This design comes from an exercise in tuning for small area, a short achievable clock period and few clock cycles on the open sky130 flow, not from production work.
Where RTL was checked, it was by simulation tests only, not by an equivalence proof against the original.
Power figures rest on the tool's default switching activity, not on a simulated workload.

Design dither_mono, start of the top module:
module dither_mono #(
    parameter W = 32
) (
    input  wire        clk,
    input  wire        rst,
    input  wire        in_valid,
    output wire        in_ready,
    input  wire [15:0] in_pixel,
    input  wire        in_sof,
    input  wire [7:0]  cfg_thr,
    input  wire        cfg_dither,
    output wire        out_valid,
    input  wire        out_ready,
    output wire [7:0]  out_byte
);
    function [5:0] q7_off(input [6:0] s);
        case (s)
        7'd0: q7_off = 6'd0;
        7'd1: q7_off = 6'd0;
        7'd2: q7_off = 6'd0;
        7'd3: q7_off = 6'd1;
        7'd4: q7_off = 6'd1;
        7'd5: q7_off = 6'd2;
        7'd6: q7_off = 6'd2;
        7'd7: q7_off = 6'd3;
        7'd8: q7_off = 6'd3;
        7'd9: q7_off = 6'd3;
        7'd10: q7_off = 6'd4;
        7'd11: q7_off = 6'd4;
        7'd12: q7_off = 6'd5;
        7'd13: q7_off = 6'd5;
        7'd14: q7_off = 6'd6;
        7'd15: q7_off = 6'd6;
        7'd16: q7_off = 6'd7;
        7'd17: q7_off = 6'd7;
        7'd18: q7_off = 6'd7;
        7'd19: q7_off = 6'd8;
        7'd20: q7_off = 6'd8;
        7'd21: q7_off = 6'd9;
        7'd22: q7_off = 6'd9;
        7'd23: q7_off = 6'd10;
        7'd24: q7_off = 6'd10;
        7'd25: q7_off = 6'd10;
        7'd26: q7_off = 6'd11;
        7'd27: q7_off = 6'd11;
        7'd28: q7_off = 6'd12;
        7'd29: q7_off = 6'd12;
        7'd30: q7_off = 6'd13;
  ...
For scale: roughly 620 flip-flops, about 28000 um^2 of cells after synthesis.
==> flow/config.mk <==
export PLATFORM = sky130hd
export DESIGN_NAME = dither_mono
export DESIGN_NICKNAME = dither_mono
export VERILOG_FILES = /design/flow/design.v
export SDC_FILE = /design/flow/constraint.sdc
export NUM_CORES = 4
export LEC_CHECK = 0
export CAP_MARGIN = 20
export CORE_MARGIN = 2
export CORE_UTILIZATION = 60
export CTS_CLUSTER_DIAMETER = 60
export CTS_CLUSTER_SIZE = 25
export PLACE_DENSITY = 0.7
export SLEW_MARGIN = 20
==> flow/constraint.sdc <==
create_clock -name core_clock -period 13.0 [get_ports {clk}]
set_input_delay 2.6000 -clock core_clock [delete_from_list [all_inputs] [get_ports {clk}]]
set_output_delay 2.6000 -clock core_clock [all_outputs]
set_load 0.01 [all_outputs]
standard.sh (not shown) runs the stock make flow with config.mk's settings and CLKGATE_MAP_FILE= SYNTH_SCRIPT=/design/flow/synth_recipe.tcl, a recipe that flattens the netlist after the stock synthesis.
==> flow/flow/run.sh <==
#!/bin/bash
# The standard layout, with every port buffered by a buf_4 instead of the
# default port buffer, and timing repair aiming for more setup slack than
# the clock period needs.
set -euo pipefail
export BUFFER_PORTS_ARGS="-buffer_cell sky130_fd_sc_hd__buf_4"
export SETUP_SLACK_MARGIN=9.3
bash standard.sh finish > flow_make.log 2>&1
Testbench counts at the start, summed over its fixed seeds: cycles 20,640.
Then changed:
--- a/flow/design.v
+++ b/flow/design.v
@@ -1183,28 +1183,29 @@
                 w_wdir <= w_rdir;
             w_odd   <= w_odd_n;
             w_first <= w_first_n;
             w_dith  <= w_dith_n;
             w_t6    <= w_t6_n;
             w_rdir  <= w_rdir_n;
         end
     end
     reg        rs;            
     reg        r_odd, r_zero, r_dith, r_rdir;
     reg [5:0]  r_t6;
+    reg [4:0]  rp_r;          
     wire       rs_n   = f1_go ? (rk == 5'd31) : rs;
     wire       f_odd  = r_odd;
     wire       f_zero = r_zero;
     wire       f_dith = r_dith;
     wire [5:0] f_t6   = r_t6;
-    wire [4:0] rp     = rk ^ {5{r_rdir}};    
+    wire [4:0] rp     = rp_r;
     wire [4:0] fx     = rk ^ {5{r_odd}};     
     wire       avail  = f_odd ? rowfull : (cnt != 6'd0);
     reg signed [6:0]  el [0:31];   
     wire [5:0]        v      = pb[rp];
     wire signed [6:0] el_rd  = (a_we && a_wpos == fx) ? a_wdata : el[fx];
     reg               g_valid;
     reg [5:0]         g_v;
     reg signed [6:0]  g_tv;        
     reg signed [6:0]  g_el;
     reg [4:0]         g_x;
     reg               g_rs, g_last, g_zero, g_dith, g_odd;
@@ -1217,22 +1218,25 @@
             g_valid <= 1'b0;
         end else begin
             if (f1_go)
                 rk <= rk + 5'd1;
             rs <= rs_n;
             if (rs_n) begin
                 r_odd  <= w_odd_n;
                 r_zero <= w_first_n | ~w_dith_n;
                 r_dith <= w_dith_n;
                 r_rdir <= w_rdir_n;
                 r_t6   <= w_t6_n;
+                rp_r   <= {5{w_rdir_n}};
+            end else if (f1_go) begin
+                rp_r <= r_rdir ? rp_r - 5'd1 : rp_r + 5'd1;
             end
             g_valid <= g_valid_n;
         end
         if (f1_go) begin
             g_v    <= v;
             g_tv   <= ~ks8({2'b11, ~f_t6}, {2'b00, v});    
             g_el   <= el_rd;
             g_x    <= fx;
             g_rs   <= rs;
             g_last <= (rk == 5'd31);
             g_zero <= f_zero;
After rerunning: Core utilization goes down by 0.43 points; final area is higher slightly; total power goes up by a few percent; clock skew drops by 0.018 ns; clock power is about the same; via count came out higher by a few percent.
Function not checked in the second run of this note: the RTL went through the layout flow alone.

---

Another version of the RTL of dither_mono (not shown whole).
For scale: about 40 I/O pins, ~29000 µm² of cells after synthesis.
Settings: LEC_CHECK=0, CAP_MARGIN=20, CORE_MARGIN=2, CORE_UTILIZATION=60, CTS_CLUSTER_DIAMETER=60, CTS_CLUSTER_SIZE=25, PLACE_DENSITY=0.7, SLEW_MARGIN=20; clock period 13.0 ns.
Scripts as last shown in full above: flow/flow/run.sh
Edit:
--- a/flow/design.v
+++ b/flow/design.v
@@ -1130,21 +1130,21 @@
     always @(posedge clk) begin
         if (~iv | pb_wr) begin
             ipix  <= in_pixel;
             isof  <= in_sof;
             ithr  <= cfg_thr[7:2];
             idith <= cfg_dither;
         end
     end
     reg [5:0]  pb [0:31];
     reg [5:0]  cnt;           
-    reg        rowfull;       
+    reg [5:0]  cr;            
     reg [4:0]  wx;            
     reg        w_wdir;        
     reg        w_rdir;        
     reg        w_odd, w_first, w_dith;
     reg [5:0]  w_t6;
     reg [4:0]  rk;            
     assign     pb_wr    = iv & (~cnt[5] | f1_go);
     wire       w_new    = (wx == 5'd0);
     wire       wdir_eff = w_new ? w_rdir : w_wdir;
     wire [4:0] wp       = wx ^ {5{wdir_eff}};
@@ -1160,30 +1160,30 @@
     wire       f1_sure_n = ~g_valid_n | ~fr_valid_n | x_sure_n;
     always @(posedge clk) begin
         if (pb_wr)
             pb[wp] <= intensity(ipix);
     end
     always @(posedge clk) begin
         if (rst) begin
             in_ready_r <= 1'b1;
             iv         <= 1'b0;
             cnt        <= 6'd0;
-            rowfull    <= 1'b0;
+            cr         <= 6'd0;
             wx         <= 5'd0;
             w_rdir     <= 1'b0;
             w_wdir     <= 1'b0;
             w_odd      <= 1'b1;
         end else begin
             in_ready_r <= ~iv_n | ~full_n | f1_sure_n;
             iv         <= iv_n;
             cnt        <= cnt_n;
-            rowfull    <= (pb_wr & (wx == 5'd31)) | (rowfull & ~(f1_go & (rk == 5'd31)));
+            cr         <= cr + {5'd0, pb_wr} - {(f1_go & (rk == 5'd31)), 5'd0};
             if (pb_wr)
                 wx <= wx + 5'd1;
             if (w_row)
                 w_wdir <= w_rdir;
             w_odd   <= w_odd_n;
             w_first <= w_first_n;
             w_dith  <= w_dith_n;
             w_t6    <= w_t6_n;
             w_rdir  <= w_rdir_n;
         end
@@ -1192,21 +1192,21 @@
     reg        r_odd, r_zero, r_dith, r_rdir;
     reg [5:0]  r_t6;
     reg [4:0]  rp_r, fx_r;    
     wire       rs_n   = f1_go ? (rk == 5'd31) : rs;
     wire       f_odd  = r_odd;
     wire       f_zero = r_zero;
     wire       f_dith = r_dith;
     wire [5:0] f_t6   = r_t6;
     wire [4:0] rp     = rp_r;
     wire [4:0] fx     = fx_r;
-    wire       avail  = f_odd ? rowfull : (cnt != 6'd0);
+    wire       avail  = f_odd ? cr[5] : (cnt != 6'd0);
     reg signed [6:0]  el [0:31];   
     wire [5:0]        v      = pb[rp];
     wire signed [6:0] el_rd  = (a_we && a_wpos == fx) ? a_wdata : el[fx];
     reg               g_valid;
     reg [5:0]         g_v;
     reg signed [6:0]  g_tv;        
     reg signed [6:0]  g_el;
     reg [4:0]         g_x;
     reg               g_rs, g_last, g_zero, g_dith, g_odd;
     assign f1_go     = avail & (~g_valid | f2_go);
What happened:
- The changed run ran to the end with no violations
- routed wire length rose by 1.9%
- utilization is about the same
- global-route usage came out higher by 0.20 points
- combinational power grows by about 47%
- die area rises by 1.1%
- power goes up by about 20%
- first-iteration DRC count rose by 20%
- setup slack improved by 0.025 ns
- register-to-register slack is about the same
- critical path depth does not change
- count of clock-buffer cells in the layout came out lower by 2
- hold slack stays flat
Testbench counts after the change, summed over its fixed seeds: cycles 20,640.
No functional check of the RTL was part of the first run of this note.

-- separate check: timing with driven ports --
The results above use ideal ports. As a check the final layouts listed here were re-extracted and re-timed, cells and wires unchanged. Step 1 sets driving cells, clkbuf_16 on the clock port and buf_2 on the other inputs (assumed; they add their load-dependent delay and slew). Step 2 moves the port delays by t, midway between the first and last clock arrival at a register: inputs arrive t later, outputs are due t later. That takes back most of the time a late clock gives input paths. Three values: no drivers, after step 1, after step 2; two values: the first two.
| run | t (ns) | setup WS [ns] | hold WS [ns] | worst setup path at the end | cell pins on the clock port's net |
|---|---|---|---|---|---|
| the first run of note 1 | 0.629 | 9.272 / 9.262 / 9.210 | 0.424 / 0.424 / 0.424 | input to register | 1 |
| the second run of note 1 | 0.625 | 9.291 / 9.237 / 8.908 | 0.425 / 0.425 / 0.425 | input to register | 1 |
| the first run of note 2 | 0.639 | 9.282 / 9.225 / 8.949 | 0.422 / 0.422 / 0.422 | input to register | 1 |
| the second run of note 2 | 0.629 | 9.307 / 9.251 / 8.910 | 0.424 / 0.424 / 0.424 | input to register | 1 |
After both steps every run listed still meets setup and hold. The setup slack of the second run of note 2, which loses most, moves by -0.056 ns with the drivers and by -0.397 ns with both steps.
